Background: an optimization exercise with open tools, aiming at small area and few clock cycles. Do not read the settings as production practice. Only simulation tests tie the RTL to the original design; equivalence was not proved. Power and IR drop assume default switching activity.

[flow/constraint.sdc]
create_clock -name core_clock -period 10.0 [get_ports {clk}]
set_input_delay 2.0000 -clock core_clock [delete_from_list [all_inputs] [get_ports {clk}]]
set_output_delay 2.0000 -clock core_clock [all_outputs]
set_load 0.01 [all_outputs]
[flow/design.v]
module crush_parser #(
    parameter [7:0] SENTINEL = 8'h24,
    parameter       CAPACITY = 80
) (
    input  wire        clk,
    input  wire        rst,
    input  wire        rx_valid,
    input  wire [7:0]  rx_data,
    output wire        rx_ready,
    input  wire        can_take,      
    input  wire        buf_busy,      
    output wire [2:0]  err,           
    output wire        dispatch,      
    output reg         cmd_r,
    output reg         cmd_j,
    output reg  [31:0] address,
    output reg  [31:0] req_len,       
    output reg  [6:0]  payload_len,
    output wire        wr_en,
    output wire [6:0]  wr_idx,
    output wire [7:0]  wr_data
);
    localparam [3:0] S_WAIT = 4'd0,
                     S_CMD  = 4'd1,
                     S_WID  = 4'd2,
                     S_LH   = 4'd3,
                     S_LL   = 4'd4,
                     S_ADDR = 4'd5,
                     S_PH   = 4'd6,
                     S_PL   = 4'd7,
                     S_CH   = 4'd8,
                     S_CL   = 4'd9;
    reg  [3:0]  state;
    reg  [1:0]  width;
    reg  [7:0]  remaining;
    reg  [7:0]  ck_acc;
    reg  [2:0]  k;
    wire [7:0] b = rx_data;
    wire       is_digit = (b >= 8'h30) && (b <= 8'h39);
    wire       is_upper = (b >= 8'h41) && (b <= 8'h46);
    wire       is_lower = (b >= 8'h61) && (b <= 8'h66);
    wire       is_hex   = is_digit || is_upper || is_lower;
    wire [3:0] nib      = is_digit ? b[3:0] : (b[3:0] + 4'd9);
    wire       is_req   = (b == 8'h57) || (b == 8'h52) || (b == 8'h4A);
    wire       is_wid   = (b == 8'h31) || (b == 8'h32) || (b == 8'h33);
    wire [7:0] rem_dec  = remaining - 8'd1;
    wire       rem_zero = (remaining == 8'd0);
    wire       rem_one  = (remaining == 8'd1);
    wire       more_pl  = (rem_dec[7:2] != 6'd0);       
    wire [7:0] ck_low   = ck_acc + {4'd0, nib};
    wire       is_w     = !cmd_r && !cmd_j;
    assign rx_ready = !((state == S_CL) && !can_take) &&
                      !((state == S_PL) && is_w && buf_busy);
    wire fire = rx_valid && rx_ready;
    reg e_parse, e_ck, e_ovf, disp;
    always @(*) begin
        e_parse = 1'b0;
        e_ck    = 1'b0;
        e_ovf   = 1'b0;
        disp    = 1'b0;
        case (state)
            S_WAIT: ;
            S_CMD:  e_parse = !is_req;
            S_WID:  e_parse = !is_wid;
            S_LH, S_LL, S_PH: e_parse = !is_hex;
            S_ADDR, S_CH: e_parse = !is_hex || rem_zero;
            S_PL: begin
                e_parse = !is_hex;
                e_ovf   = is_hex && (payload_len == CAPACITY);
            end
            S_CL: begin
                e_parse = !is_hex || !rem_one;
                e_ck    = is_hex && rem_one && (ck_low != 8'd0);
                disp    = is_hex && rem_one && (ck_low == 8'd0);
            end
            default: e_parse = 1'b1;
        endcase
    end
    assign err      = fire ? {e_ovf, e_ck, e_parse} : 3'b000;
    assign dispatch = fire && disp;
    assign wr_en   = fire && (state == S_PL) && is_hex && is_w && (payload_len != CAPACITY);
    assign wr_idx  = payload_len;
    assign wr_data = {req_len[3:0], nib};
    always @(posedge clk) begin
        if (rst) begin
            state <= S_WAIT;
        end else if (fire) begin
            if (e_parse || e_ck || e_ovf || disp) begin
                state <= S_WAIT;
            end else begin
                case (state)
                    S_WAIT: if (b == SENTINEL) begin
                        ck_acc      <= 8'd0;
                        address     <= 32'd0;
                        req_len     <= 32'd0;
                        payload_len <= 7'd0;
                        state       <= S_CMD;
                    end
                    S_CMD: begin
                        cmd_r  <= b[4] && !b[0];         
                        cmd_j  <= !b[4];                 
                        ck_acc <= ck_acc + b;
                        state  <= S_WID;
                    end
                    S_WID: begin
                        width  <= b[1:0];
                        ck_acc <= ck_acc + b;
                        state  <= S_LH;
                    end
                    S_LH: begin
                        remaining <= {nib, 4'd0};
                        ck_acc    <= ck_acc + b;
                        state     <= S_LL;
                    end
                    S_LL: begin
                        remaining <= {remaining[7:4], nib};
                        ck_acc    <= ck_acc + b;
                        k         <= {width, 1'b1};
                        state     <= S_ADDR;
                    end
                    S_ADDR: begin
                        remaining <= rem_dec;
                        address   <= {address[27:0], nib};
                        ck_acc    <= ck_acc + b;
                        k         <= k - 3'd1;
                        if (k == 3'd0)
                            state <= more_pl ? S_PH : S_CH;
                    end
                    S_PH: begin
                        remaining <= rem_dec;
                        req_len   <= {req_len[27:0], nib};
                        ck_acc    <= ck_acc + b;
                        state     <= S_PL;
                    end
                    S_PL: begin
                        remaining   <= rem_dec;
                        req_len     <= {req_len[27:0], nib};
                        payload_len <= payload_len + 7'd1;
                        ck_acc      <= ck_acc + b;
                        state       <= more_pl ? S_PH : S_CH;
                    end
                    S_CH: begin
                        remaining <= rem_dec;
                        ck_acc    <= ck_acc + {nib, 4'd0};
                        state     <= S_CL;
                    end
                    default: state <= S_WAIT;
                endcase
            end
        end
    end
endmodule
module crush_encoder #(
    parameter [7:0] SENTINEL   = 8'h24,
    parameter [7:0] TERMINATOR = 8'h0A
) (
    input  wire        clk,
    input  wire        rst,
    output wire        free,          
    input  wire        take_req,      
    input  wire        req_r,
    input  wire        req_j,
    input  wire [31:0] req_addr,
    input  wire [31:0] req_len,
    input  wire [6:0]  req_n,
    input  wire        take_ind,      
    input  wire [31:0] ind_addr,
    input  wire [2:0]  ind_len,
    input  wire [31:0] ind_data,
    output wire [6:0]  buf_idx,
    input  wire [7:0]  buf_rdata,
    output wire        buf_reading,   
    output wire        mem_valid,
    output wire [1:0]  mem_op,
    output wire [31:0] mem_addr,
    output wire [7:0]  mem_wdata,
    input  wire        mem_ready,
    input  wire [15:0] mem_rdata,
    output reg         tx_valid,
    output reg  [7:0]  tx_data,
    input  wire        tx_ready
);
    localparam [3:0] E_IDLE = 4'd0,
                     E_WR   = 4'd1,
                     E_INV  = 4'd2,
                     E_SENT = 4'd3,
                     E_CMD  = 4'd4,
                     E_WID  = 4'd5,
                     E_LH   = 4'd6,
                     E_LL   = 4'd7,
                     E_ADDR = 4'd8,
                     E_PH   = 4'd9,
                     E_PL   = 4'd10,
                     E_CH   = 4'd11,
                     E_CL   = 4'd12,
                     E_TERM = 4'd13;
    localparam [1:0] T_W = 2'd0, T_R = 2'd1, T_J = 2'd2, T_I = 2'd3;
    function [7:0] hex;
        input [3:0] v;
        hex = (v <= 4'd9) ? (8'h30 + {4'd0, v}) : (8'h37 + {4'd0, v});
    endfunction
    reg [3:0]  st;
    reg [1:0]  typ;
    reg [31:0] base;        
    reg [31:0] remain;      
    reg [6:0]  n;           
    reg [6:0]  idx;         
    reg [7:0]  data;        
    reg        have;        
    reg [7:0]  ckn;         
    wire is_r = (typ == T_R);
    wire is_j = (typ == T_J);
    wire is_i = (typ == T_I);
    wire [1:0] w      = (base[31:16] == 16'd0) ? 2'd1 :
                        (base[31:24] == 8'd0)  ? 2'd2 : 2'd3;
    wire       big    = (remain[31:6] != 26'd0) || (remain[5:0] > 6'd34);
    wire [5:0] chunk  = big ? 6'd34 : remain[5:0];
    wire [6:0] nf     = is_r ? {1'b0, chunk} : is_j ? 7'd2 : is_i ? n : 7'd0;
    wire [7:0] llv    = {5'd0, w, 1'b0} + {nf, 1'b0} + 8'd4;
    wire       last   = !(is_r && big);
    wire [3:0] anib   = base[{idx[2:0], 2'b00} +: 4];
    assign mem_addr  = base + {25'd0, idx};
    assign mem_wdata = buf_rdata;
    assign buf_idx   = idx;
    assign buf_reading = (st == E_WR);
    wire rd_ph   = (st == E_PH) && is_r;
    assign mem_valid = (st == E_WR) || (st == E_INV) || (rd_ph && !have);
    assign mem_op    = (st == E_WR) ? 2'd1 : (st == E_INV) ? 2'd3 : 2'd2;
    wire mem_fire    = mem_valid && mem_ready;
    reg [3:0] dn;
    always @(*) begin
        tx_valid = 1'b1;
        case (st)
            E_LH:   dn = llv[7:4];
            E_LL:   dn = llv[3:0];
            E_ADDR: dn = anib;
            E_PH:   dn = is_r ? (have ? data[7:4] : mem_rdata[7:4]) : remain[31:28];
            E_PL:   dn = is_r ? data[3:0] : remain[31:28];
            E_CH:   dn = ckn[7:4];
            default: dn = ckn[3:0];
        endcase
        case (st)
            E_SENT: tx_data = SENTINEL;
            E_CMD:  tx_data = is_r ? 8'h72 : is_j ? 8'h6A : is_i ? 8'h49 : 8'h77;
            E_WID:  tx_data = {6'b001100, w};
            E_TERM: tx_data = TERMINATOR;
            default: tx_data = hex(dn);
        endcase
        if (st == E_IDLE || st == E_WR || st == E_INV) tx_valid = 1'b0;
        if (rd_ph && !have && !mem_ready) tx_valid = 1'b0;
    end
    wire fire = tx_valid && tx_ready;
    assign free = (st == E_IDLE) || ((st == E_TERM) && tx_ready && last);
    always @(posedge clk) begin
        if (rst) begin
            st   <= E_IDLE;
            have <= 1'b0;
        end else begin
            case (st)
                E_WR: if (mem_ready) begin
                    idx <= idx + 7'd1;
                    if (idx + 7'd1 == n) st <= E_SENT;
                end
                E_INV: if (mem_ready) begin
                    remain[31:16] <= mem_rdata;
                    st <= E_SENT;
                end
                E_SENT: if (fire) begin ckn <= 8'd0; st <= E_CMD; end
                E_CMD:  if (fire) begin ckn <= ckn - tx_data; st <= E_WID; end
                E_WID:  if (fire) begin ckn <= ckn - tx_data; st <= E_LH; end
                E_LH:   if (fire) begin ckn <= ckn - tx_data; st <= E_LL; end
                E_LL:   if (fire) begin
                    ckn <= ckn - tx_data;
                    idx <= {4'd0, w, 1'b1};
                    st  <= E_ADDR;
                end
                E_ADDR: if (fire) begin
                    ckn <= ckn - tx_data;
                    idx <= idx - 7'd1;
                    if (idx[2:0] == 3'd0) begin
                        idx <= 7'd0;
                        st  <= (nf == 7'd0) ? E_CH : E_PH;
                    end
                end
                E_PH: begin
                    if (mem_fire) data <= mem_rdata[7:0];
                    if (fire) begin
                        ckn  <= ckn - tx_data;
                        have <= 1'b0;
                        if (!is_r) remain <= {remain[27:0], 4'd0};
                        st   <= E_PL;
                    end else if (mem_fire) begin
                        have <= 1'b1;
                    end
                end
                E_PL: if (fire) begin
                    ckn <= ckn - tx_data;
                    if (!is_r) remain <= {remain[27:0], 4'd0};
                    idx <= idx + 7'd1;
                    st  <= (idx + 7'd1 == nf) ? E_CH : E_PH;
                end
                E_CH: if (fire) st <= E_CL;
                E_CL: if (fire) st <= E_TERM;
                E_TERM: if (fire) begin
                    if (!last) begin
                        base   <= mem_addr;             
                        remain <= remain - 32'd34;
                        st     <= E_SENT;
                    end else begin
                        st <= E_IDLE;
                    end
                end
                default: ;
            endcase
            if (free && take_ind) begin
                typ    <= T_I;
                base   <= ind_addr;
                remain <= ind_data;
                n      <= {4'd0, ind_len};
                idx    <= 7'd0;
                st     <= E_SENT;
            end else if (free && take_req) begin
                typ    <= {req_j, req_r};
                base   <= req_addr;
                remain <= req_len;
                n      <= req_n;
                idx    <= 7'd0;
                if (req_j)                     st <= E_INV;
                else if (req_r)                st <= (req_len == 32'd0) ? E_IDLE : E_SENT;
                else                           st <= (req_n == 7'd0) ? E_SENT : E_WR;
            end
        end
    end
endmodule
module crush_fp (
    input  wire        clk,
    input  wire        rst,
    input  wire        rx_valid,
    input  wire [7:0]  rx_data,
    output wire        rx_ready,
    output wire        tx_valid,
    output wire [7:0]  tx_data,
    input  wire        tx_ready,
    input  wire        ind_valid,
    input  wire [31:0] ind_addr,
    input  wire [2:0]  ind_len,
    input  wire [31:0] ind_data,
    output wire        ind_ready,
    output wire        mem_valid,
    output wire [1:0]  mem_op,        
    output wire [31:0] mem_addr,
    output wire [7:0]  mem_wdata,
    input  wire        mem_ready,
    input  wire [15:0] mem_rdata,
    output reg  [2:0]  status
);
    localparam [7:0] SENTINEL = 8'h24;
    localparam       CAPACITY = 80;
    wire        free, dispatch, p_r, p_j, wr_en, buf_reading;
    wire [2:0]  p_err;
    wire [31:0] p_addr, p_len;
    wire [6:0]  p_n, wr_idx, rd_idx;
    wire [7:0]  wr_data, rd_data;
    assign ind_ready = free;
    crush_parser #(.SENTINEL(SENTINEL), .CAPACITY(CAPACITY)) u_parser (
        .clk(clk), .rst(rst),
        .rx_valid(rx_valid), .rx_data(rx_data), .rx_ready(rx_ready),
        .can_take(free && !ind_valid),
        .buf_busy(buf_reading && (wr_idx >= rd_idx)),
        .err(p_err), .dispatch(dispatch),
        .cmd_r(p_r), .cmd_j(p_j), .address(p_addr), .req_len(p_len), .payload_len(p_n),
        .wr_en(wr_en), .wr_idx(wr_idx), .wr_data(wr_data)
    );
    reg [7:0] payload [0:CAPACITY-1];
    always @(posedge clk)
        if (wr_en) payload[wr_idx] <= wr_data;
    assign rd_data = payload[rd_idx];
    crush_encoder #(.SENTINEL(SENTINEL)) u_enc (
        .clk(clk), .rst(rst),
        .free(free),
        .take_req(dispatch), .req_r(p_r), .req_j(p_j),
        .req_addr(p_addr), .req_len(p_len), .req_n(p_n),
        .take_ind(ind_valid), .ind_addr(ind_addr), .ind_len(ind_len), .ind_data(ind_data),
        .buf_idx(rd_idx), .buf_rdata(rd_data), .buf_reading(buf_reading),
        .mem_valid(mem_valid), .mem_op(mem_op), .mem_addr(mem_addr), .mem_wdata(mem_wdata),
        .mem_ready(mem_ready), .mem_rdata(mem_rdata),
        .tx_valid(tx_valid), .tx_data(tx_data), .tx_ready(tx_ready)
    );
    always @(posedge clk) begin
        if (rst) status <= 3'b000;
        else     status <= status | p_err;
    end
endmodule
[flow/run.sh]
#!/bin/bash
# synth_recipe.tcl (not shown) runs the flow's synth.tcl, then flattens the netlist and writes it again
# the make line also repeats each setting of config.mk as NAME=value (left out here)
make -C /OpenROAD-flow-scripts/flow DESIGN_CONFIG=/design/flow/config.mk WORK_HOME=/design/flow/orfs CLKGATE_MAP_FILE= SYNTH_SCRIPT=/design/flow/synth_recipe.tcl finish
[flow/config.mk]
export PLATFORM = sky130hd
export DESIGN_NAME = crush_fp
export DESIGN_NICKNAME = crush_fp
export VERILOG_FILES = /design/flow/design.v
export SDC_FILE = /design/flow/constraint.sdc
export NUM_CORES = 4
export LEC_CHECK = 0
export CAP_MARGIN = 20
export CORE_MARGIN = 2
export CORE_UTILIZATION = 40
export SLEW_MARGIN = 20
==> flow_summary_export.csv, run 1 <==
group,metric,value,unit
clocking,root_buffer,"clkbuf_16",
floorplanning,initial_core_util,40.5,%
timing,fin_crit,9080,ps
detailed_routing,drt_iter0_drc,2738,
finish,syn_to_final_growth,15.3,%
finish,fin_util,46.7,%
timing,finalSetupTns,0,ps
min_path,holdPathStages,2,
setup_path,rr_worst_depth,26,
detailed_routing,firstDrtPassIters,6,
clocking,cts_made_buffers,87,
placed_design,dp_hpwl,70900,um
finish,layout_common_cells,"edfxtp_1 (830), nor2_1 (253), mux4_2 (216), nand2_1 (158), clkdlybuf4s50_1 (152)",
global_route,grtUsageTotal,20.7,%
setup_path,rrSetupSlack,2280,ps
global_route,first_global_vias,23600,
synthesis,syn-cell-area,39200,um^2
synthesis,syn_inst,2582,
clocking,cts.sinks,849,
placed_design,placed_cell_area,42100,um^2
detailed_routing,wl_per_cell,25.6,um
clocking,ctsHoldBuffers,0,
setup_path,worst_r2r_endpoint,"u_enc.ckn[6]",
floorplanning,io_pins,154,
power,leakagePower,14.8,nW
synthesis,syn_nets,2746,
timing,worst_slack,920,ps
synthesis,ys_types,93,
placed_design,place_ws,1750,ps
setup_path,critPathMaxFanout,7,
placed_design,routabilityCongestion,0.928,
detailed_routing,ant_nets,0,
timing,slew_headroom,23.0,%
power,total_power,10.5,mW
placed_design,numPortBuffers,152,
floorplanning,design.die.area,101000,um^2
finish,drive_above_1_share,16.0,%
timing,report.final.slew_viol_count,0,
setup_path,path_class,"reg2out",
floorplanning,core_area,96900,um^2
global_route,grt_pass1_wl,154000,um
setup_path,critPathRequiredTime,8000,ps
synthesis,synth_edf_count,830,
synthesis,yosysSeqAreaShare,64.5,%
min_path,hold_class,"reg2reg",
clocking,cts.reportedPaths.clkPinSlew,60,ps
timing,final-setup-viol-count,0,
clocking,cts_resized,0,
min_path,whs_endpoint,"status[1]",
power,max-vdd-ir-drop,228,uV
synthesis,async_flop_share,0,%
setup_path,crit_arrival,7080,ps
min_path,hp-start,"status[1]",
floorplanning,row_count,114,
floorplanning,die_h,317,um
synthesis,synth_top_area_share,63.6,%
detailed_routing,vias_per_cell,5.84,
synthesis,synthTopCellsByArea,"edfxtp_1 (64%), mux4_2 (12%), nor2_1 (2.4%)",
synthesis,ys_warn_count,3,
timing,rsz0062_at_grt,"no",
timing,hold_violations,0,
clocking,clk_latency,670,ps
finish,finalInstanceArea,45200,um^2
detailed_routing,dr_total_vias,23700,
synthesis,yosys.area.top_type,"edfxtp_1",
finish,finalNetCount,2882,
outcome,status,"finished clean",
synthesis,syn_avg_cell_area,15.2,um^2
timing,finalCritPeriodShare,90.8,%
global_route,antenna_found_initial,3,
detailed_routing,drc,0,
synthesis,synth_top_flop_cell,"edfxtp_1",
clocking,cts_setup_buffers,0,
clocking,cts_tree,"yes",
timing,finClkSkew,35.3,ps
timing,worst_pin_slew,1150,ps
finish,layout.cells.most_common,"edfxtp_1",
power,power_density,232,nW/um^2
setup_path,start_kind,"register",
run,cap_viol_max_count,0,
global_route,grt-ovfl-total,0,
detailed_routing,wl,104000,um
synthesis,synth-seq-cells,849,
floorplanning,die_w,317,um
setup_path,critPathCaptureType,"output pin",
setup_path,r2r_start,"u_enc.remain[6]",
clocking,cts.path.max_buffers,3,
timing,fmax,0.110,GHz
global_route,grt_max_degree,105,
clocking,cts_max_level,3,
## synth_stat cells, types with 25 or more instances
cell	instances
edfxtp_1	830
nor2_1	253
mux4_2	216
nand2_1	159
clkbuf_1	113
a21oi_1	95
o21ai_0	81
xnor2_1	70
inv_1	67
and3_1	65
ha_1	61
nand3_1	39
mux2i_1	35
xor2_1	35
nor3_1	34
nor2b_1	32
a31oi_1	29
buf_1	27
nor4_1	25
## power by group
group	total [mW]	internal, mW	switching [mW]
combinational	2.85	1.38	1.47
sequential	4.24	4.03	0.216
clock	3.38	1.99	1.39
total	10.5	7.40	3.08
## flip-flops by register name, indices dropped and copies added (netlist names), 2 cells and up, named ones only
| register | flops |
|---|---|
| u_parser.req_len | 32 |
| u_enc.typ | 2 |
| u_enc.st | 4 |
| u_enc.ckn | 8 |
| u_parser.address | 32 |
| payload | 640 |
| u_parser.payload_len | 7 |
| u_parser.width | 2 |
| u_enc.data | 8 |
| u_parser.k | 3 |
| u_enc.n | 7 |
| status | 3 |
| u_parser.state | 4 |
| u_enc.base | 32 |
| u_enc.idx | 7 |
| u_enc.remain | 32 |
| u_parser.ck_acc | 8 |
| u_parser.remaining | 8 |
## logic make-up (layout without fill, tap and decap cells)
logic type,Yosys count,in the layout,synth area share [%]
buf+inv,216,420,2.12
compound gates,367,367,6.23
xor+xnor,105,105,2.35
simple gates,708,708,8.69
fa+ha+maj,67,67,2.25
other cells,1,3,0.00956
mux,269,269,13.8
flops,849,849,64.5
## worst max-delay path, stage by stage, from the launching register on
cell and delay (ps):
edfxtp_1 490, nor4_1 650, nand4_1 570, nor4_1 760, a21oi_1 210, inv_1 110, ha_1 240, inv_1 60
ha_1 160, inv_1 50, fa_1 400, a21boi_1 160, o32ai_2 420, inv_2 110, ha_1 200, or2_2 310
a21boi_2 250, mux2_2 380, o22ai_1 280, clkdlybuf4s50_1 600
## per-layer routing
metal / vias to the layer above / track usage, % / share of wire (%)
li1: 10400 / - / -
met3: 173 / 3.41 / 6.8
met2: 946 / 32.9 / 47
met5: - / 0 / 0
met4: 0 / 7.25 / 3.4
met1: 12200 / 28.9 / 43
## through the flow
stage,std cells,hold WS [ps]
after floorplan,2582,496
after global placement,3902,461
after detailed placement,3903,477
after CTS,4060,495
after global routing,4064,535
final,4064,486
## worst max-delay path by stage
| stage | startpoint | depth (start not counted) | slack, ps | end |
|---|---|---|---|---|
| 3_3_place_gp | u_enc.remain[20] | 19 | 1910 | tx_data[1] |
| 6_report | u_enc.remain[6] | 19 | 920 | tx_data[1] |
| 4_1_cts | u_enc.remain[6] | 19 | 1030 | tx_data[1] |
| 2_1_floorplan | rx_data[0] | 16 | 2290 | u_enc.base[0] |
| 3_5_place_dp | rx_data[1] | 18 | 1750 | u_enc.st[3] |
| 5_1_grt | u_enc.remain[6] | 19 | 780 | tx_data[1] |
## area by class of cell
cell class / instances / area, um^2
diodes: 2 / 5.00
clock buffers: 102 / 2250
clock inverters: 55 / 723
fillers: 8298 / 51700
inverters: 69 / 259
multi-input cells: 1517 / 13100
flip-flops and latches: 849 / 25300
well taps: 1276 / 1600
repair buffers: 194 / 1900
Testbench counts, summed over its fixed seeds: cycles 44,314.
==> inputs of run 2 (changes only) <==
--- a/flow/design.v
+++ b/flow/design.v
@@ -33,3 +33,2 @@
     reg  [3:0]  state;
-    reg  [1:0]  width;
     reg  [7:0]  remaining;
@@ -105,3 +104,3 @@
                     S_WID: begin
-                        width  <= b[1:0];
+                        k      <= {b[1:0], 1'b1};        
                         ck_acc <= ck_acc + b;
@@ -117,3 +116,2 @@
                         ck_acc    <= ck_acc + b;
-                        k         <= {width, 1'b1};
                         state     <= S_ADDR;
@@ -376,3 +374,11 @@
         if (wr_en) payload[wr_idx] <= wr_data;
-    assign rd_data = payload[rd_idx];
+    wire [127:0] rd_hot = 128'd1 << rd_idx;
+    reg  [7:0]   rd_sel;
+    integer r;
+    always @(*) begin
+        rd_sel = 8'd0;
+        for (r = 0; r < CAPACITY; r = r + 1)
+            rd_sel = rd_sel | (payload[r] & {8{rd_hot[r]}});
+    end
+    assign rd_data = rd_sel;
     crush_encoder #(.SENTINEL(SENTINEL)) u_enc (
--- a/flow/config.mk
+++ b/flow/config.mk
@@ -9,3 +9,6 @@
 export CORE_MARGIN = 2
-export CORE_UTILIZATION = 40
+export CORE_UTILIZATION = 60
+export CTS_BUF_LIST = sky130_fd_sc_hd__clkbuf_16
+export CTS_CLUSTER_DIAMETER = 100
+export CTS_CLUSTER_SIZE = 22
 export SLEW_MARGIN = 20
==> run 2 against run 1 <==
Effect of this change: still clean on timing, DRC and antenna; utilization up 21 points; synthesized cell count up 9.6%; clock-buffer cell count down 58; via count up 19%; cell area down 7.0%; sequential share of layout area up 3.7 points; critical path type unchanged; largest cell class unchanged; highest routed layer is now met5.
==> flow_summary_export.csv, run 2 <==
group,metric,value,unit
floorplanning,row_count,91,
timing,finalCritPeriodShare,82.9,%
global_route,grt_pass1_wl,187000,um
global_route,grtUsageTotal,41.1,%
detailed_routing,drc,0,
synthesis,synthTopCellsByCount,"edfxtp_1 (828), nor2_1 (319), nand2_1 (177)",
synthesis,synth_top_flop_cell,"edfxtp_1",
synthesis,yosys.area.top_type,"edfxtp_1",
detailed_routing,vias_per_cell,7.31,
timing,rsz0062_at_grt,"no",
clocking,cts.path.max_buffers,3,
synthesis,yosysMostFrequentCell,"edfxtp_1",
clocking,cts_tree,"yes",
synthesis,synthTopCellsByArea,"edfxtp_1 (66%), nor2_1 (3.2%), a221oi_1 (2.4%)",
synthesis,syn_nets,2997,
detailed_routing,dr_total_vias,28400,
synthesis,synth_edf_count,828,
finish,finalNetCount,3195,
floorplanning,die_h,255,um
finish,top_register,"payload",
synthesis,synth-seq-cells,840,
global_route,grt-ovfl-total,0,
global_route,first_global_vias,26600,
power,leakagePower,13.8,nW
timing,final-setup-viol-count,0,
setup_path,critPathCaptureType,"output pin",
global_route,antenna_found_initial,5,
placed_design,dp_hpwl,92800,um
floorplanning,io_pins,154,
timing,fmax,0.121,GHz
run,cap_viol_max_count,0,
detailed_routing,wl_per_cell,34.4,um
synthesis,syn_avg_cell_area,13.3,um^2
detailed_routing,drt_iter0_drc,4992,
clocking,cts.reportedPaths.clkPinSlew,100,ps
finish,layout.cells.most_common,"edfxtp_1",
setup_path,critPathRequiredTime,8000,ps
timing,slew_headroom,13.8,%
placed_design,numPortBuffers,152,
floorplanning,core_area,61900,um^2
clocking,cts.sinks,840,
synthesis,syn-cell-area,37700,um^2
detailed_routing,firstDrtPassIters,6,
finish,fin_util,67.9,%
timing,hold_violations,0,
setup_path,path_class,"reg2out",
detailed_routing,ant_nets,0,
setup_path,critPathMaxFanout,9,
floorplanning,design.die.area,64900,um^2
timing,worst_pin_slew,1290,ps
finish,drive_above_1_share,7.65,%
setup_path,crit_arrival,6290,ps
synthesis,async_flop_share,0,%
power,max-vdd-ir-drop,190,uV
clocking,cts_resized,0,
synthesis,syn_inst,2830,
synthesis,synth_top_area_share,65.9,%
setup_path,start_kind,"register",
min_path,holdPathStages,2,
clocking,cts_setup_buffers,0,
setup_path,rr_worst_depth,24,
timing,report.final.slew_viol_count,0,
clocking,cts_max_level,2,
synthesis,yosysSeqAreaShare,66.6,%
power,power_density,178,nW/um^2
outcome,status,"finished clean",
clocking,cts_made_buffers,44,
timing,finClkSkew,38.5,ps
min_path,hold_class,"reg2reg",
clocking,clk_latency,650,ps
synthesis,ys_warn_count,3,
finish,largest_reg_flops,640,
global_route,grt_max_degree,84,
clocking,root_buffer,"clkbuf_16",
finish,layout_common_cells,"edfxtp_1 (828), nor2_1 (296), nand2_1 (176), clkdlybuf4s50_1 (152), a22oi_1 (111)",
timing,fin_crit,8290,ps
floorplanning,initial_core_util,60.9,%
clocking,ctsHoldBuffers,0,
detailed_routing,wl,133000,um
synthesis,ys_types,92,
placed_design,routabilityCongestion,1.04,
timing,finalSetupTns,0,ps
finish,syn_to_final_growth,11.5,%
floorplanning,die_w,255,um
[run 2: cell types whose count changed in the layout (fill, tap and decap cells not counted), moves of 47 or more]
| cell | delta |
|---|---|
| a221oi_1 | +99 |
| a22o_1 | +93 |
| a22oi_1 | +103 |
| buf_4 | +68 |
| mux4_2 | -208 |
| nand4_1 | +47 |
[run 2: final cells by class]
class                           count  area (um^2)
Sequential cell                   840        25100
Fill cell                        4522        19900
Multi-Input combinational cell   1823        12100
Timing Repair Buffer              261         2360
Clock buffer                       44         1100
Tap cell                          837         1050
Inverter                           58          218
Clock inverter                     18          136
Antenna cell                        1         2.50
[run 2: worst paths after layout]
kind | from | to | slack (ps)
max | u_enc.remain[27] | tx_data[4] | 1710
min reg2reg | status[0] | status[0] | 540
min | status[0] | status[0] | 540
max reg2reg | u_enc.remain[27] | u_enc.ckn[7] | 3020
[run 2: stage by stage]
step	setup WS, ps	instance area (um^2)	power, mW	instances	hold slack, ps
floorplan	2090	37700	4.92	2830	504
global placement	1890	40700	5.53	3815	505
detailed placement	1780	40800	5.55	3816	532
CTS	1830	42000	7.42	3878	532
global route	1570	42100	7.65	3881	596
finish	1710	42100	7.50	3882	539
[run 2: kinds of logic (layout without fill, tap and decap cells)]
group | count (synthesis) | after routing | synth area share [%]
AOI/OAI and AO/OA | 706 | 706 | 13.7
xor gates and xnor gates | 106 | 106 | 2.46
adders and majority gates | 71 | 71 | 2.47
buffers and inverters | 167 | 381 | 1.70
DFF | 840 | 840 | 66.6
muxes | 27 | 27 | 0.989
other | 1 | 2 | 0.00995
and+or+nand+nor | 912 | 912 | 12.0
[run 2: power by group]
part	total (mW)	internal, mW	switching [mW]
logic	1.46	0.542	0.915
clock network	1.96	0.833	1.13
registers	4.08	3.97	0.112
[run 2: metal layers]
metal | GRT usage [%] | part of all wire, %
met5 | 2.18 | 0.14
met4 | 17.0 | 5.1
met3 | 13.3 | 16
met2 | 60.1 | 43
met1 | 56.9 | 36
[run 2: worst max-delay path: stages (launching register included)]
cell	delay (ps)
edfxtp_1	480
nor4_1	600
nand4_2	300
o31ai_2	690
and2_1	230
ha_1	150
ha_1	160
inv_1	60
fa_1	490
and4_1	180
nor3_1	520
ha_1	310
nor2_1	70
o21bai_1	290
o21ai_1	150
a221oi_1	350
clkdlybuf4s50_1	600
Testbench counts of run 2, summed over its fixed seeds: cycles 44,314.
==> inputs of run 3 (changes only) <==
==> flow/flow/run.sh (new file) <==
#!/bin/bash
# The standard layout (standard.sh) with two changes: each port gets the
# smallest buffer (buf_1), and the clock tree uses clkbuf_8 clusters of up to
# 14 sinks without dummy loads. The make output goes to standard.log; ORFS
# keeps each step's log under orfs/logs/.
set -euo pipefail
export BUFFER_PORTS_ARGS="-buffer_cell sky130_fd_sc_hd__buf_1"
export CTS_ARGS="-sink_clustering_enable -repair_clock_nets -dont_use_dummy_load -buf_list sky130_fd_sc_hd__clkbuf_4 -sink_clustering_size 8 -sink_clustering_max_diameter 40"
bash standard.sh > standard.log 2>&1
==> flow/standard.sh (new file) <==
#!/bin/bash
# synth_recipe.tcl (not shown) runs the flow's synth.tcl, then flattens the netlist and writes it again
# the make line also repeats each setting of config.mk as NAME=value (left out here)
make -C /OpenROAD-flow-scripts/flow DESIGN_CONFIG=/design/flow/config.mk WORK_HOME=/design/flow/orfs CLKGATE_MAP_FILE= SYNTH_SCRIPT=/design/flow/synth_recipe.tcl "${@:-finish}"
--- a/flow/config.mk
+++ b/flow/config.mk
@@ -10,5 +10,2 @@
 export CORE_UTILIZATION = 60
-export CTS_BUF_LIST = sky130_fd_sc_hd__clkbuf_16
-export CTS_CLUSTER_DIAMETER = 100
-export CTS_CLUSTER_SIZE = 22
 export SLEW_MARGIN = 20
removed: flow/run.sh
==> run 3 against run 2 <==
Effect of this change: worst setup slack improved by 110 ps; critical path depth increased by 1; cell count increased by 1.9%; register-to-register slack got worse by 40 ps; fmax increased by 1.4%; area after synthesis unchanged; first-iteration DRC count increased by 4.2%; largest cell class unchanged; combinational power decreased by 9.6%; worst hold slack got worse by 2.4 ps; wire length about the same; still clean.
==> flow_summary_export.csv, run 3 <==
group,metric,value,unit
outcome,status,"finished clean",
global_route,grt_max_degree,84,
timing,slew_headroom,11.9,%
setup_path,path_cells,"nor4_1 > nand4_2 > o31ai_2 > and2_1 > ha_1 > ha_1 > inv_1 > fa_1 > and4_1 > nor3_1 > inv_1 > ha_1 > nor2_1 > o21ba_2 > o21ai_1 > a221oi_1 > buf_1",
placed_design,numPortBuffers,152,
global_route,grt-ovfl-total,0,
finish,fin_util,66.0,%
clocking,cts.sinks,840,
finish,top_register,"payload",
setup_path,critPathSlowestCell,"o31ai_2",
detailed_routing,drc,0,
synthesis,synth_edf_count,828,
setup_path,crit_family,"simple AND/OR/NAND/NOR gates",
timing,fmax,0.122,GHz
timing,worst_pin_slew,1310,ps
setup_path,critPathRequiredTime,8000,ps
synthesis,syn_inst,2830,
timing,finalCritPeriodShare,81.8,%
detailed_routing,drt_iter0_drc,5200,
synthesis,ys_warn_count,3,
placed_design,routabilityCongestion,1.03,
finish,largest_reg_flops,640,
power,max-vdd-ir-drop,122,uV
timing,hold_violations,0,
timing,report.final.slew_viol_count,0,
floorplanning,core_area,61900,um^2
clocking,clk_latency,1030,ps
min_path,hp-start,"status[1]",
synthesis,syn_avg_cell_area,13.3,um^2
synthesis,yosys.area.top_type,"edfxtp_1",
power,power_density,175,nW/um^2
finish,layout_common_cells,"edfxtp_1 (828), nor2_1 (292), nand2_1 (176), buf_1 (152), clkbuf_4 (135)",
clocking,cts.path.max_buffers,3,
setup_path,start_kind,"register",
clocking,cts.reportedPaths.clkPinSlew,80,ps
finish,syn_to_final_growth,8.42,%
timing,fin_crit,8180,ps
floorplanning,die_h,255,um
finish,fin_cells,3956,
synthesis,synth_top_area_share,65.9,%
setup_path,slowest_delay,760,ps
clocking,ctsHoldBuffers,0,
setup_path,crit_arrival,6180,ps
floorplanning,row_count,91,
synthesis,ys_types,92,
clocking,cts_made_buffers,135,
placed_design,dp_cells,3810,
detailed_routing,ant_nets,0,
synthesis,async_flop_share,0,%
setup_path,critPathMaxFanout,9,
global_route,grt_pass1_wl,187000,um
global_route,grtUsageTotal,41.3,%
placed_design,place_ws,2170,ps
finish,num-fill-cells,4745,
synthesis,syn_nets,2997,
detailed_routing,dr_total_vias,28400,
finish,layout.cells.most_common,"edfxtp_1",
run,cap_viol_max_count,0,
synthesis,yosysSeqAreaShare,66.6,%
timing,worst_slack,1820,ps
detailed_routing,vias_per_cell,7.17,
power,leakagePower,13.3,nW
setup_path,r2r_start,"u_enc.remain[28]",
floorplanning,io_pins,154,
clocking,cts_setup_buffers,0,
global_route,antenna_found_initial,12,
detailed_routing,wl_per_cell,33.7,um
floorplanning,die_w,255,um
floorplanning,design.die.area,64900,um^2
detailed_routing,firstDrtPassIters,7,
synthesis,syn-cell-area,37700,um^2
setup_path,cp_common_cell,"ha_1",
setup_path,critPathCaptureType,"output pin",
timing,rsz0062_at_grt,"no",
global_route,first_global_vias,26800,
placed_design,dp_hpwl,92000,um
power,total_power,7.16,mW
floorplanning,initial_core_util,60.9,%
synthesis,synth_top_flop_cell,"edfxtp_1",
clocking,root_buffer,"clkbuf_4",
setup_path,crit_start,"u_enc.remain[28]",
finish,drive_above_1_share,10.2,%
synthesis,synthTopCellsByArea,"edfxtp_1 (66%), nor2_1 (3.2%), a221oi_1 (2.4%)",
timing,final-setup-viol-count,0,
detailed_routing,wl,133000,um
synthesis,yosysMostFrequentCell,"edfxtp_1",
clocking,cts_tree,"yes",
clocking,cts_resized,0,
synthesis,synthTopCellsByCount,"edfxtp_1 (828), nor2_1 (319), nand2_1 (177)",
setup_path,path_class,"reg2out",
finish,finalNetCount,3283,
min_path,hold_class,"reg2reg",
setup_path,path_buf_inv,3,
timing,finClkSkew,146,ps
clocking,cts_max_level,4,
synthesis,synth-seq-cells,840,
timing,finalSetupTns,0,ps
## run 3: per-layer routing
| layer | vias up | routed length (um) | GRT usage [%] |
|---|---|---|---|
| met5 | - | 54 | 0 |
| met4 | 8 | 7140 | 18.8 |
| met3 | 426 | 20700 | 15.7 |
| met2 | 2327 | 56300 | 58.6 |
| met1 | 13900 | 49100 | 56.8 |
| li1 | 11700 | - | - |
## run 3: cells by family after synthesis
logic type	after synthesis	share of synthesized area, %
XOR/XNOR	106	2.46
other	1	0.00995
buffers and inverters	167	1.70
AO/OA/AOI/OAI	706	13.7
multiplexers	27	0.989
flip-flops	840	66.6
AND/OR/NAND/NOR	912	12.0
adder cells (fa/ha/maj)	71	2.47
## run 3: cell type report
type                       count  area (um^2)  share of cell area [%]
clock buffer                 135         1010                    2.48
antenna                        5         12.5                  0.0306
tap                          837         1050                    2.56
inverter                      58          218                   0.533
timing repair buffer         258         1390                    3.40
multi-input combinational   1823        12100                    29.6
sequential                   840        25100                    61.4
## run 3: per-stage QoR
| stage | hold WS [ps] | area, um^2 |
|---|---|---|
| global placement | 451 | 39700 |
| finish | 536 | 40900 |
| global route | 562 | 40900 |
| floorplan | 504 | 37700 |
| CTS | 527 | 40800 |
| detailed placement | 511 | 39800 |
## run 3: path summary, 6_finish.rpt
kind | slack, ps | to | depth (start not counted)
max reg2reg | 2980 | u_enc.ckn[7] | 24
min | 540 | status[1] | 2
min reg2reg | 540 | status[1] | 2
max | 1820 | tx_data[6] | 17
## run 3: power by group
part / switching (mW) / leakage (nW) / internal, mW
sequential: 0.120 / 7.61 / 3.97
clock: 1.14 / 0.621 / 0.619
combinational: 0.902 / 5.09 / 0.414
total: 2.16 / 13.3 / 5.00
## run 3: tightest hold or removal path: cells and delay by family (launching register included)
kind             cells  cell delay [ps]
AND/OR/NAND/NOR      1               90
flip-flops           1              360
AO/OA/AOI/OAI        1               50
==> inputs of run 4 (changes only) <==
--- a/flow/flow/run.sh
+++ b/flow/flow/run.sh
@@ -7,3 +7,3 @@
 export BUFFER_PORTS_ARGS="-buffer_cell sky130_fd_sc_hd__buf_1"
-export CTS_ARGS="-sink_clustering_enable -repair_clock_nets -dont_use_dummy_load -buf_list sky130_fd_sc_hd__clkbuf_4 -sink_clustering_size 8 -sink_clustering_max_diameter 40"
+export CTS_ARGS="-sink_clustering_enable -repair_clock_nets -dont_use_dummy_load -buf_list sky130_fd_sc_hd__clkbuf_8 -sink_clustering_size 14 -sink_clustering_max_diameter 60"
 bash standard.sh > standard.log 2>&1
==> run 4 against run 3 <==
Effect of this change: first-iteration DRC count down 3.2%; sequential power about the same; via count down 1.1%; worst setup slack better by 290 ps; fmax up 3.7%; area after synthesis unchanged; clock skew down 46 ps; largest power group unchanged.
==> flow_summary_export.csv, run 4 <==
group,metric,value,unit
power,power_density,175,nW/um^2
power,p_int,5.05,mW
floorplanning,initial_core_util,60.9,%
setup_path,critPathCaptureType,"output pin",
setup_path,slowest_delay,760,ps
clocking,clk_latency,730,ps
finish,layout_common_cells,"edfxtp_1 (828), nor2_1 (293), nand2_1 (176), buf_1 (152), a22oi_1 (111)",
floorplanning,row_count,91,
detailed_routing,wl,133000,um
timing,report.final.slew_viol_count,0,
synthesis,synth_top_area_share,65.9,%
setup_path,r2r_start,"u_enc.remain[27]",
detailed_routing,wl_per_cell,34.1,um
clocking,cts.reportedPaths.clkPinSlew,90,ps
setup_path,critPathRequiredTime,8000,ps
finish,syn_to_final_growth,8.47,%
global_route,first_global_vias,26300,
global_route,antenna_found_initial,8,
timing,worst_pin_slew,1300,ps
detailed_routing,ant_nets,0,
synthesis,async_flop_share,0,%
finish,fin_cells,3896,
placed_design,numPortBuffers,152,
clocking,ctsHoldBuffers,0,
synthesis,yosys.area.top_type,"edfxtp_1",
power,p_switching,2.12,mW
min_path,hold_class,"reg2reg",
clocking,cts_made_buffers,75,
synthesis,synthTopCellsByCount,"edfxtp_1 (828), nor2_1 (319), nand2_1 (177)",
clocking,cts.sinks,840,
clocking,cts_tree,"yes",
timing,slew_headroom,12.9,%
floorplanning,die_w,255,um
clocking,cts_max_level,3,
power,pwr-share-comb,18.3,%
synthesis,ys_types,92,
floorplanning,core_area,61900,um^2
finish,drive_above_1_share,8.42,%
global_route,grt_pass1_wl,185000,um
synthesis,synth_top_flop_cell,"edfxtp_1",
synthesis,syn-cell-area,37700,um^2
finish,finalNetCount,3223,
detailed_routing,m1WireLength,48100,um
power,swShare,29.6,%
timing,fin_crit,7880,ps
timing,finClkSkew,100,ps
clocking,cts_resized,0,
synthesis,ys_warn_count,3,
synthesis,syn_avg_cell_area,13.3,um^2
clocking,cts_setup_buffers,0,
setup_path,path_cells,"nor4_1 > nand4_2 > o31ai_2 > and2_1 > ha_1 > ha_1 > inv_1 > fa_1 > and4_1 > nor3_1 > inv_1 > ha_1 > nor2_1 > o21ba_2 > o21ai_1 > a221oi_1 > buf_1",
detailed_routing,firstDrtPassIters,8,
setup_path,critPathSlowestCell,"o31ai_2",
detailed_routing,top_layer,"met4",
detailed_routing,dr_total_vias,28000,
placed_design,dp_cells,3810,
timing,fmax,0.127,GHz
finish,layout.cells.most_common,"edfxtp_1",
global_route,grt_max_degree,84,
floorplanning,io_pins,154,
synthesis,yosysMostFrequentCell,"edfxtp_1",
outcome,status,"finished clean",
timing,rsz0062_at_grt,"no",
power,max-vdd-ir-drop,135,uV
power,pwr-share-seq,57.0,%
finish,num-fill-cells,4696,
timing,hold_violations,0,
floorplanning,design.die.area,64900,um^2
detailed_routing,drt_iter0_drc,5035,
synthesis,syn_inst,2830,
setup_path,cp_common_cell,"ha_1",
clocking,cts.path.max_buffers,3,
setup_path,start_kind,"register",
power,leakagePower,13.2,nW
placed_design,routabilityCongestion,1.03,
clocking,root_buffer,"clkbuf_8",
timing,finalCritPeriodShare,78.8,%
synthesis,syn_nets,2997,
floorplanning,die_h,255,um
detailed_routing,drc,0,
setup_path,path_class,"reg2out",
detailed_routing,vias_per_cell,7.20,
finish,largest_reg_flops,640,
finish,top_register,"payload",
synthesis,synthTopCellsByArea,"edfxtp_1 (66%), nor2_1 (3.2%), a221oi_1 (2.4%)",
timing,finalSetupTns,0,ps
timing,final-setup-viol-count,0,
global_route,grt-ovfl-total,0,
synthesis,synth-seq-cells,840,
synthesis,yosysSeqAreaShare,66.6,%
setup_path,crit_arrival,5880,ps
detailed_routing,route.met3.wl,21400,um
synthesis,synth_edf_count,828,
global_route,grtUsageTotal,40.9,%
placed_design,dp_hpwl,92000,um
run,cap_viol_max_count,0,
setup_path,crit_start,"u_enc.remain[27]",
min_path,hp-start,"status[0]",
power,p_clk_share,24.7,%
detailed_routing,wl_met2,56500,um
setup_path,critPathMaxFanout,9,
[run 4: power groups by stage]
stage	Sequential [mW]	Clock [mW]	Combinational, mW
2_1_floorplan	4.10	0	0.822
3_3_place_gp	4.16	0	1.25
3_5_place_dp	4.16	0	1.27
4_1_cts	4.08	1.77	1.27
5_1_grt	4.09	1.87	1.40
6_report	4.09	1.77	1.32
[run 4: final timing paths]
kind	cells past startpoint	slack [ps]	endpoint
max	17	2120	tx_data[6]
min	2	530	status[0]
max reg2reg	24	2960	u_enc.ckn[7]
min reg2reg	2	530	status[0]
[run 4: metal layers]
metal	track usage (%)	up-vias
li1	-	11600
met1	57.0	13800
met2	59.2	2325
met3	14.0	405
met4	16.7	0
met5	0	-
[run 4: worst max-delay path, delay by kind of cell, from the launching register on]
| family | cells | cell delay (ps) |
|---|---|---|
| adders and majority gates | 4 | 1040 |
| DFF | 1 | 480 |
| AOI/OAI and AO/OA | 4 | 1390 |
| buffers and inverters | 3 | 350 |
| and+or+nand+nor | 6 | 1940 |
[run 4: cells by family (layout without fill, tap and decap cells)]
| kind of cell | after synthesis | count (layout) | share of synthesized area [%] |
|---|---|---|---|
| AOI/OAI and AO/OA | 706 | 706 | 13.7 |
| xor gates and xnor gates | 106 | 106 | 2.46 |
| adders and majority gates | 71 | 71 | 2.47 |
| buffers and inverters | 167 | 391 | 1.70 |
| DFF | 840 | 840 | 66.6 |
| muxes | 27 | 27 | 0.989 |
| other | 1 | 6 | 0.00995 |
| and+or+nand+nor | 912 | 912 | 12.0 |
[run 4: final cells by class]
type / count / area [um^2] / share of cell area (%)
flip-flops and latches: 840 / 25100 / 61.4
well taps: 837 / 1050 / 2.56
clock buffers: 75 / 1030 / 2.52
inverters: 58 / 218 / 0.532
repair buffers: 258 / 1390 / 3.40
multi-input cells: 1823 / 12100 / 29.6
diodes: 5 / 12.5 / 0.0306
[run 4: metrics by stage]
stage | worst slack [ps] | power (mW) | cell area (um^2) | utilization, % | hold slack, ps
2_1_floorplan | 2090 | 4.92 | 37700 | - | 504
3_3_place_gp | 2410 | 5.40 | 39700 | 64.1 | 451
3_5_place_dp | 2170 | 5.43 | 39800 | 64.2 | 511
4_1_cts | 2250 | 7.12 | 40800 | 65.9 | 526
5_1_grt | 1810 | 7.35 | 40900 | 66.0 | 544
6_report | 2120 | 7.17 | 40900 | 66.0 | 532
==> inputs of run 5 (changes only) <==
--- a/flow/config.mk
+++ b/flow/config.mk
@@ -9,3 +9,3 @@
 export CORE_MARGIN = 2
-export CORE_UTILIZATION = 60
+export CORE_UTILIZATION = 40
 export SLEW_MARGIN = 20
==> run 5 against run 4 <==
Effect of this change: critical path type unchanged; power increased by 1.3%; still clean on timing, DRC and antenna; register-to-register slack got worse by 320 ps; critical path depth decreased by 1.
==> flow_summary_export.csv, run 5 <==
group,metric,value,unit
setup_path,r2r_start,"u_enc.remain[28]",
min_path,hp-start,"status[0]",
global_route,antenna_found_initial,12,
finish,top_register,"payload",
setup_path,slowest_delay,750,ps
placed_design,dp_cells,4244,
floorplanning,die_h,311,um
timing,fmax,0.121,GHz
floorplanning,core_area,93300,um^2
floorplanning,die_w,311,um
setup_path,start_kind,"register",
power,power_density,175,nW/um^2
timing,final-setup-viol-count,0,
detailed_routing,drt_iter0_drc,4897,
min_path,holdPathStages,2,
synthesis,synthTopCellsByCount,"edfxtp_1 (828), nor2_1 (319), nand2_1 (177)",
synthesis,yosysMostFrequentCell,"edfxtp_1",
min_path,hold_class,"reg2reg",
finish,finalNetCount,3244,
detailed_routing,wl_per_cell,32.4,um
finish,drive_above_1_share,9.27,%
global_route,first_global_vias,26400,
synthesis,synthTopCellsByArea,"edfxtp_1 (66%), nor2_1 (3.2%), a221oi_1 (2.4%)",
finish,finalInstanceArea,41600,um^2
outcome,status,"finished clean",
synthesis,syn_avg_cell_area,13.3,um^2
setup_path,rr_worst_depth,24,
timing,finalSetupTns,0,ps
global_route,grt-ovfl-total,0,
setup_path,crit_arrival,6280,ps
setup_path,crit_start,"u_enc.remain[28]",
clocking,cts_made_buffers,80,
setup_path,path_cells,"nor4_1 > nand4_2 > o31ai_2 > and2_1 > ha_1 > ha_1 > inv_1 > fa_1 > a221oi_2 > xor2_1 > a221oi_1 > o22a_1 > o21ba_2 > o21ai_1 > a221oi_1 > buf_1",
placed_design,routabilityCongestion,0.996,
clocking,cts_resized,0,
floorplanning,io_pins,154,
synthesis,yosys.area.top_type,"edfxtp_1",
clocking,ctsHoldBuffers,0,
timing,worst_pin_slew,1230,ps
detailed_routing,dr_total_vias,27900,
timing,rsz0062_at_grt,"no",
power,leakagePower,13.4,nW
detailed_routing,firstDrtPassIters,7,
detailed_routing,wl,140000,um
finish,syn_to_final_growth,10.4,%
floorplanning,design.die.area,96700,um^2
synthesis,synth_top_flop_cell,"edfxtp_1",
synthesis,synth_top_area_share,65.9,%
synthesis,ys_types,92,
setup_path,critPathSlowestCell,"o31ai_2",
setup_path,critPathMaxFanout,9,
clocking,cts.sinks,840,
detailed_routing,ant_nets,0,
clocking,cts_setup_buffers,0,
timing,fin_crit,8280,ps
timing,finalCritPeriodShare,82.8,%
global_route,grt_max_degree,84,
placed_design,dp_hpwl,96700,um
clocking,cts.path.max_buffers,3,
clocking,cts_max_level,3,
finish,layout_common_cells,"edfxtp_1 (828), nor2_1 (287), nand2_1 (176), buf_1 (152), buf_4 (116)",
timing,finClkSkew,122,ps
synthesis,async_flop_share,0,%
run,cap_viol_max_count,0,
global_route,grt_pass1_wl,196000,um
timing,hold_violations,0,
synthesis,ys_warn_count,3,
setup_path,path_class,"reg2out",
setup_path,critPathRequiredTime,8000,ps
synthesis,syn-cell-area,37700,um^2
finish,largest_reg_flops,640,
detailed_routing,vias_per_cell,6.43,
synthesis,syn_inst,2830,
detailed_routing,drc,0,
finish,layout.cells.most_common,"edfxtp_1",
clocking,clk_latency,780,ps
placed_design,placed_cell_area,40400,um^2
timing,slew_headroom,18.2,%
clocking,cts.reportedPaths.clkPinSlew,100,ps
timing,hold_ws,504,ps
clocking,cts_tree,"yes",
setup_path,critPathCaptureType,"output pin",
setup_path,rrSetupSlack,2640,ps
placed_design,numPortBuffers,152,
synthesis,syn_nets,2997,
floorplanning,row_count,112,
floorplanning,initial_core_util,40.4,%
power,max-vdd-ir-drop,105,uV
timing,report.final.slew_viol_count,0,
global_route,grtUsageTotal,28.3,%
finish,fin_cells,4334,
synthesis,synth-seq-cells,840,
clocking,root_buffer,"clkbuf_8",
synthesis,synth_edf_count,828,
synthesis,yosysSeqAreaShare,66.6,%
[run 5: worst max-delay path: cells and delay by family, from the launching register on]
| family | cells | cell delay (ps) |
|---|---|---|
| adders and majority gates | 3 | 820 |
| AOI/OAI and AO/OA | 7 | 2610 |
| and+or+nand+nor | 3 | 1260 |
| DFF | 1 | 520 |
| xor gates and xnor gates | 1 | 110 |
| buffers and inverters | 2 | 260 |
[run 5: final cells by class]
type                       instances  area (um^2)
sequential                       840        25100
timing repair buffer             274         1530
clock buffer                      80         1100
antenna                            5         12.5
tap                             1254         1570
fill                            8487        51700
inverter                          58          218
multi-input combinational       1823        12100
[run 5: cell families (layout without fill, tap and decap cells)]
group	Yosys count	after routing	share of synthesized area (%)
AOI/OAI and AO/OA	706	706	13.7
xor gates and xnor gates	106	106	2.46
adders and majority gates	71	71	2.47
buffers and inverters	167	412	1.70
DFF	840	840	66.6
muxes	27	27	0.989
other	1	6	0.00995
and+or+nand+nor	912	912	12.0
[run 5: power breakdown]
group	internal, mW	switching, mW	total, mW
registers	3.97	0.114	4.08
logic	0.418	0.928	1.35
clock network	0.713	1.13	1.84
total	5.10	2.17	7.27
[run 5: layer usage]
metal,global-route usage (%),up-vias,part of all wire [%]
met3,6.62,329,12
li1,-,11600,-
met2,43.4,2003,45
met5,0,-,0.066
met4,11.6,14,4.5
met1,38.7,13900,38
[run 5: through the flow]
step | setup WS, ps | power, mW | util [%]
2_1_floorplan | 2090 | 4.92 | -
3_3_place_gp | 2010 | 5.45 | 43.3
3_5_place_dp | 1810 | 5.47 | 43.3
4_1_cts | 1850 | 7.25 | 44.5
5_1_grt | 1560 | 7.50 | 44.6
6_report | 1720 | 7.27 | 44.6
[run 5: path summary, 6_finish.rpt]
kind                  end
min reg2reg     status[0]
max            tx_data[6]
max reg2reg  u_enc.ckn[7]
min             status[0]
==> inputs of run 6 (changes only) <==
--- a/flow/flow/run.sh
+++ b/flow/flow/run.sh
@@ -7,3 +7,3 @@
 export BUFFER_PORTS_ARGS="-buffer_cell sky130_fd_sc_hd__buf_1"
-export CTS_ARGS="-sink_clustering_enable -repair_clock_nets -dont_use_dummy_load -buf_list sky130_fd_sc_hd__clkbuf_8 -sink_clustering_size 14 -sink_clustering_max_diameter 60"
+export CTS_ARGS="-sink_clustering_enable -repair_clock_nets -dont_use_dummy_load -buf_list sky130_fd_sc_hd__clkbuf_4 -sink_clustering_size 10 -sink_clustering_max_diameter 50"
 bash standard.sh > standard.log 2>&1
--- a/flow/config.mk
+++ b/flow/config.mk
@@ -9,3 +9,3 @@
 export CORE_MARGIN = 2
-export CORE_UTILIZATION = 40
+export CORE_UTILIZATION = 60
 export SLEW_MARGIN = 20
==> run 6 against run 5 <==
Effect of this change: cell count down 9.4%; power down 4.1%; utilization up 21 points; clock skew up 15 ps; critical endpoint unchanged; still clean on timing, DRC and antenna; via count up 1.3%; cell area down 2.4%; largest power group unchanged; fmax up 2.8%; flip-flop and latch count unchanged; largest cell class unchanged.
==> flow_summary_export.csv, run 6 <==
group,metric,value,unit
synthesis,yosysMostFrequentCell,"edfxtp_1",
synthesis,synth_mux_area_share,0.989,%
setup_path,start_kind,"register",
power,power_density,172,nW/um^2
finish,layout.cells.most_common,"edfxtp_1",
global_route,met3_usage,15.4,%
setup_path,critPathRequiredTime,8000,ps
timing,finalSetupTns,0,ps
detailed_routing,vias_per_cell,7.19,
synthesis,yosys.area.top_type,"edfxtp_1",
clocking,cts_setup_buffers,0,
timing,worst_slack,1940,ps
finish,top_register,"payload",
synthesis,synthTopCellsByCount,"edfxtp_1 (828), nor2_1 (319), nand2_1 (177)",
detailed_routing,drt_iter0_drc,5180,
timing,report.final.slew_viol_count,0,
synthesis,async_flop_share,0,%
synthesis,synth_top_family_by_area,"compound AO/OA/AOI/OAI gates",
clocking,cts.path.max_buffers,3,
timing,finalCritPeriodShare,80.6,%
global_route,grt.busiest_layer,"met2",
synthesis,ys_types,92,
clocking,cts.reportedPaths.clkPinSlew,90,ps
global_route,antenna_found_initial,9,
synthesis,synth_top_area_share,65.9,%
detailed_routing,wl_per_cell,33.9,um
floorplanning,core_area,61900,um^2
detailed_routing,wl,133000,um
finish,drive_above_1_share,9.28,%
global_route,grt.met2_usage,58.9,%
placed_design,place_ws,2170,ps
synthesis,syn_avg_cell_area,13.3,um^2
timing,worst_pin_slew,1310,ps
timing,fmax,0.124,GHz
power,leakagePower,13.2,nW
detailed_routing,firstDrtPassIters,6,
placed_design,numPortBuffers,152,
global_route,grt_pass1_wl,186000,um
clocking,cts_tree,"yes",
clocking,cts_max_level,3,
min_path,hold_class,"reg2reg",
global_route,first_global_vias,26400,
finish,syn_to_final_growth,7.82,%
power,total_power,6.97,mW
floorplanning,initial_core_util,60.9,%
synthesis,synth_simple_gate_area_share,12.0,%
power,max-vdd-ir-drop,149,uV
floorplanning,die_h,255,um
clocking,ctsHoldBuffers,0,
outcome,status,"finished clean",
setup_path,slowest_delay,750,ps
detailed_routing,dr_total_vias,28200,
timing,hold_violations,0,
clocking,clk_latency,970,ps
detailed_routing,drc,0,
setup_path,critPathCaptureType,"output pin",
clocking,root_buffer,"clkbuf_4",
floorplanning,design.die.area,64900,um^2
setup_path,path_class,"reg2out",
timing,finClkSkew,137,ps
global_route,grt-ovfl-total,0,
finish,num-fill-cells,4741,
timing,rsz0062_at_grt,"no",
finish,finalNetCount,3252,
synthesis,ys_warn_count,3,
global_route,grt_max_degree,84,
synthesis,synth_top_flop_cell,"edfxtp_1",
global_route,grtUsageTotal,41.0,%
finish,finalInstanceArea,40700,um^2
clocking,cts.sinks,840,
placed_design,dp_hpwl,92000,um
floorplanning,die_w,255,um
synthesis,syn_inst,2830,
synthesis,synthTopCellsByArea,"edfxtp_1 (66%), nor2_1 (3.2%), a221oi_1 (2.4%)",
placed_design,placed_cell_area,39800,um^2
setup_path,crit_family,"simple AND/OR/NAND/NOR gates",
setup_path,crit_arrival,6060,ps
synthesis,synth_compound_area_share,13.7,%
global_route,use_met1,56.3,%
run,cap_viol_max_count,0,
synthesis,synth_fa_ha_area_share,2.47,%
setup_path,cp_common_cell,"ha_1",
floorplanning,row_count,91,
placed_design,routabilityCongestion,1.03,
synthesis,yosysSeqAreaShare,66.6,%
synthesis,syn-cell-area,37700,um^2
finish,layout_common_cells,"edfxtp_1 (828), nor2_1 (293), nand2_1 (176), buf_1 (152), a22oi_1 (111)",
clocking,cts_resized,0,
detailed_routing,ant_nets,0,
synthesis,synth-seq-cells,840,
setup_path,path_buf_inv,3,
setup_path,path_cells,"nor4_1 > nand4_2 > o31ai_2 > and2_1 > ha_1 > ha_1 > inv_1 > fa_1 > and4_1 > nor3_1 > inv_1 > ha_1 > nor2_1 > o21ba_2 > o21ai_1 > a221oi_1 > buf_1",
setup_path,critPathSlowestCell,"o31ai_2",
timing,slew_headroom,12.5,%
timing,final-setup-viol-count,0,
finish,largest_reg_flops,640,
timing,fin_crit,8060,ps
synthesis,synth_edf_count,828,
synthesis,syn_nets,2997,
clocking,cts_made_buffers,103,
floorplanning,io_pins,154,
synthesis,synthXorXnorAreaFrac,2.46,%
setup_path,critPathMaxFanout,9,
==> run 6: cell families after synthesis <==
group	Yosys count
AO/OA/AOI/OAI	706
XOR/XNOR	106
adder cells (fa/ha/maj)	71
buffers and inverters	167
flip-flops	840
multiplexers	27
other	1
AND/OR/NAND/NOR	912
==> run 6: worst reg2reg max path, delay by kind of cell (launching register included) <==
kind	cells	cell delay, ps
flip-flops	1	480
multiplexers	1	280
adder cells (fa/ha/maj)	5	1340
buffers and inverters	1	60
AO/OA/AOI/OAI	10	2570
AND/OR/NAND/NOR	7	1970
==> run 6: cell type report <==
type / instances / area, um^2 / share of cell area (%)
flip-flops and latches: 840 / 25100 / 61.8
multi-input cells: 1823 / 12100 / 29.8
repair buffers: 259 / 1400 / 3.43
well taps: 837 / 1050 / 2.58
clock buffers: 103 / 773 / 1.90
inverters: 58 / 218 / 0.536
diodes: 8 / 20.0 / 0.0492
==> run 6: per-stage QoR <==
step,std cells,hold slack [ps],utilization (%)
floorplan,2830,504,-
finish,3928,543,65.6
detailed placement,3810,511,64.2
global placement,3809,451,64.1
global route,3927,585,65.6
CTS,3913,529,65.4
==> run 6: path summary, 6_finish.rpt <==
check                   start            to  slack [ps]  cells after the start
max reg2reg  u_enc.remain[27]  u_enc.ckn[7]        3040                     24
min                 status[0]     status[0]         540                      2
min reg2reg         status[0]     status[0]         540                      2
max          u_enc.remain[27]    tx_data[6]        1940                     17
==> run 6: layer usage <==
layer	part of all wire [%]	vias to the layer above	wire [um]
met5	0.073	-	97
li1	-	11700	-
met4	5.2	6	6860
met3	16	416	20700
met1	37	13800	48600
met2	43	2289	56800
==> run 6: report_power, final <==
group | leakage, nW | internal [mW] | switching [mW]
Clock | 0.474 | 0.469 | 1.11
Sequential | 7.61 | 3.97 | 0.119
Combinational | 5.09 | 0.414 | 0.900
Total | 13.2 | 4.85 | 2.12
==> inputs of run 7 (changes only) <==
==> flow/flow/run.sh (replaced) <==
#!/bin/bash
# The standard layout (standard.sh) with two changes: each port gets the
# smallest buffer (buf_1), and the clock tree is built from clkbuf_8 clusters
# of up to 14 sinks without dummy loads. The make output goes to
# standard.log; ORFS keeps each step's own log under orfs/logs/.
set -euo pipefail
export BUFFER_PORTS_ARGS="-buffer_cell sky130_fd_sc_hd__buf_1"
export CTS_ARGS="-sink_clustering_enable -repair_clock_nets -dont_use_dummy_load -buf_list sky130_fd_sc_hd__clkbuf_8 -sink_clustering_size 14 -sink_clustering_max_diameter 60"
bash standard.sh > standard.log 2>&1
==> run 7 against run 6 <==
Effect of this change: still clean; clock-buffer cell count shrank 28; fmax grew 2.2%; flip-flop and latch count did not move; cell area up 0.60%; area after synthesis did not move; non-clock buffer count shrank 1; critical path depth did not move; combinational power about the same; worst hold slack got worse by 11 ps; utilization increased by 0.39 points; highest routed layer is now met4.
==> flow_summary_export.csv, run 7 <==
group,metric,value,unit
finish,drive_above_1_share,8.42,%
timing,hold_ws,532,ps
setup_path,critPathRequiredTime,8000,ps
clocking,root_buffer,"clkbuf_8",
timing,finalSetupTns,0,ps
timing,report.final.slew_viol_count,0,
synthesis,synth_top_flop_cell,"edfxtp_1",
timing,fin_crit,7880,ps
power,power_density,175,nW/um^2
clocking,cts_setup_buffers,0,
detailed_routing,vias_per_cell,7.20,
floorplanning,design.die.area,64900,um^2
finish,syn_to_final_growth,8.47,%
clocking,cts.path.max_buffers,3,
timing,final-setup-viol-count,0,
detailed_routing,ant_nets,0,
finish,num-fill-cells,4696,
global_route,grt_max_degree,84,
outcome,status,"finished clean",
global_route,grt-ovfl-total,0,
synthesis,synthTopCellsByCount,"edfxtp_1 (828), nor2_1 (319), nand2_1 (177)",
finish,layout.cells.most_common,"edfxtp_1",
clocking,ctsHoldBuffers,0,
timing,finalCritPeriodShare,78.8,%
timing,slew_headroom,12.9,%
synthesis,synthTopCellsByArea,"edfxtp_1 (66%), nor2_1 (3.2%), a221oi_1 (2.4%)",
global_route,first_global_vias,26300,
global_route,grtUsageTotal,40.9,%
floorplanning,io_pins,154,
setup_path,critPathCaptureType,"output pin",
clocking,clk_latency,730,ps
power,max-vdd-ir-drop,135,uV
global_route,grt_pass1_wl,185000,um
floorplanning,initial_core_util,60.9,%
placed_design,routabilityCongestion,1.03,
setup_path,critPathMaxFanout,9,
synthesis,yosys.area.top_type,"edfxtp_1",
clocking,cts_made_buffers,75,
timing,finClkSkew,100,ps
timing,rsz0062_at_grt,"no",
timing,hold_violations,0,
synthesis,syn_avg_cell_area,13.3,um^2
timing,worst_slack,2120,ps
floorplanning,die_h,255,um
global_route,antenna_found_initial,8,
finish,layout_common_cells,"edfxtp_1 (828), nor2_1 (293), nand2_1 (176), buf_1 (152), a22oi_1 (111)",
clocking,cts_resized,0,
detailed_routing,wl_per_cell,34.1,um
power,leakagePower,13.2,nW
floorplanning,core_area,61900,um^2
detailed_routing,drt_iter0_drc,5035,
synthesis,yosysSeqAreaShare,66.6,%
synthesis,syn_inst,2830,
detailed_routing,dr_total_vias,28000,
synthesis,async_flop_share,0,%
finish,largest_reg_flops,640,
synthesis,syn_nets,2997,
synthesis,synth_edf_count,828,
clocking,cts_tree,"yes",
synthesis,yosysMostFrequentCell,"edfxtp_1",
clocking,cts.sinks,840,
placed_design,place_ws,2170,ps
setup_path,crit_arrival,5880,ps
power,total_power,7.17,mW
floorplanning,die_w,255,um
finish,finalNetCount,3223,
timing,worst_pin_slew,1300,ps
detailed_routing,wl,133000,um
clocking,cts_max_level,3,
detailed_routing,drc,0,
finish,register_area,25100,um^2
min_path,hold_class,"reg2reg",
finish,multiInputGateArea,12100,um^2
synthesis,ys_warn_count,3,
clocking,cts.reportedPaths.clkPinSlew,90,ps
setup_path,start_kind,"register",
run,cap_viol_max_count,0,
floorplanning,row_count,91,
placed_design,dp_hpwl,92000,um
setup_path,path_class,"reg2out",
synthesis,synth_top_area_share,65.9,%
placed_design,numPortBuffers,152,
synthesis,syn-cell-area,37700,um^2
timing,fmax,0.127,GHz
finish,fin_util,66.0,%
finish,top_register,"payload",
detailed_routing,firstDrtPassIters,8,
synthesis,synth-seq-cells,840,
synthesis,ys_types,92,
## run 7: cell counts after synthesis
Identical to the previous run, type by type.
## run 7: layer usage
| layer | vias to the layer above | global-route usage, % | share of wire (%) | wire (um) |
|---|---|---|---|---|
| li1 | 11600 | - | - | - |
| met1 | 13800 | 57.0 | 36 | 48100 |
| met2 | 2325 | 59.2 | 43 | 56500 |
| met3 | 405 | 14.0 | 16 | 21400 |
| met4 | 0 | 16.7 | 5.1 | 6780 |
| met5 | - | 0 | 0 | 0 |
## run 7: worst max-delay path, cell delays in order (launching register included)
cell and delay, ps:
edfxtp_1 480, nor4_1 560, nand4_2 300, o31ai_2 760, and2_1 230, ha_1 150
ha_1 170, inv_1 60, fa_1 480, and4_1 170, nor3_1 520, inv_1 100
ha_1 240, nor2_1 160, o21ba_2 230, o21ai_1 100, a221oi_1 300, buf_1 190
## run 7: report_power, final
group	switching [mW]	internal, mW
registers	0.121	3.97
logic	0.902	0.414
clock network	1.10	0.671
total	2.12	5.05
## run 7: cell families after synthesis
group                    synth area share (%)
AO/OA/AOI/OAI                            13.7
XOR/XNOR                                 2.46
adder cells (fa/ha/maj)                  2.47
buffers and inverters                    1.70
flip-flops                               66.6
multiplexers                            0.989
other                                 0.00995
AND/OR/NAND/NOR                          12.0
## run 7: through the flow
| stage | area [um^2] | instances |
|---|---|---|
| final | 40900 | 3896 |
| after global routing | 40900 | 3896 |
| after CTS | 40800 | 3885 |
| after detailed placement | 39800 | 3810 |
| after global placement | 39700 | 3809 |
| after floorplan | 37700 | 2830 |
## run 7: area by class of cell
| type | count | share of cell area (%) |
|---|---|---|
| inverter | 58 | 0.532 |
| tap | 837 | 2.56 |
| antenna | 5 | 0.0306 |
| timing repair buffer | 258 | 3.40 |
| multi-input combinational | 1823 | 29.6 |
| sequential | 840 | 61.4 |
| clock buffer | 75 | 2.52 |
## run 7: path summary, 6_finish.rpt
path,start,endpoint,slack [ps],depth (start not counted)
max reg2reg,u_enc.remain[27],u_enc.ckn[7],2960,24
min,status[0],status[0],530,2
max,u_enc.remain[27],tx_data[6],2120,17
min reg2reg,status[0],status[0],530,2

## port drivers added, routing unchanged
The flow's constraints put no driver on any port. The routed layouts listed below were extracted and timed again, unchanged, in two steps.
Step 1 sets driving cells, clkbuf_16 on the clock port and buf_2 on the other inputs (assumed; they add their load-dependent delay and slew).
Step 2 also shifts input and output timing later by t, the mid clock arrival at the registers, as if the neighbouring blocks saw the same clock.
Three values: no drivers, after step 1, after step 2; two values: the first two.
| run | t, ns | setup WS [ns] | hold slack, ns |
|---|---|---|---|
| run 1 | 0.724 | 0.920 / 0.851 / 1.574 | 0.486 / 0.486 / 0.486 |
| run 2 | 0.697 | 1.713 / 1.646 / 1.642 | 0.539 / 0.539 / 0.539 |
| run 3 | 1.028 | 1.824 / 1.757 / 2.063 | 0.536 / 0.536 / 0.536 |
| run 4 | 0.753 | 2.117 / 2.045 / 2.075 | 0.532 / 0.532 / 0.532 |
| run 5 | 0.775 | 1.723 / 1.656 / 2.090 | 0.504 / 0.504 / 0.504 |
| run 6 | 0.968 | 1.944 / 1.874 / 2.080 | 0.543 / 0.543 / 0.543 |
| run 7 | 0.753 | 2.117 / 2.045 / 2.075 | 0.532 / 0.532 / 0.532 |
After both steps every run listed still meets setup and hold. For run 2, which loses most, drivers alone change the setup slack by -0.067 ns; drivers and shift together by -0.071 ns.
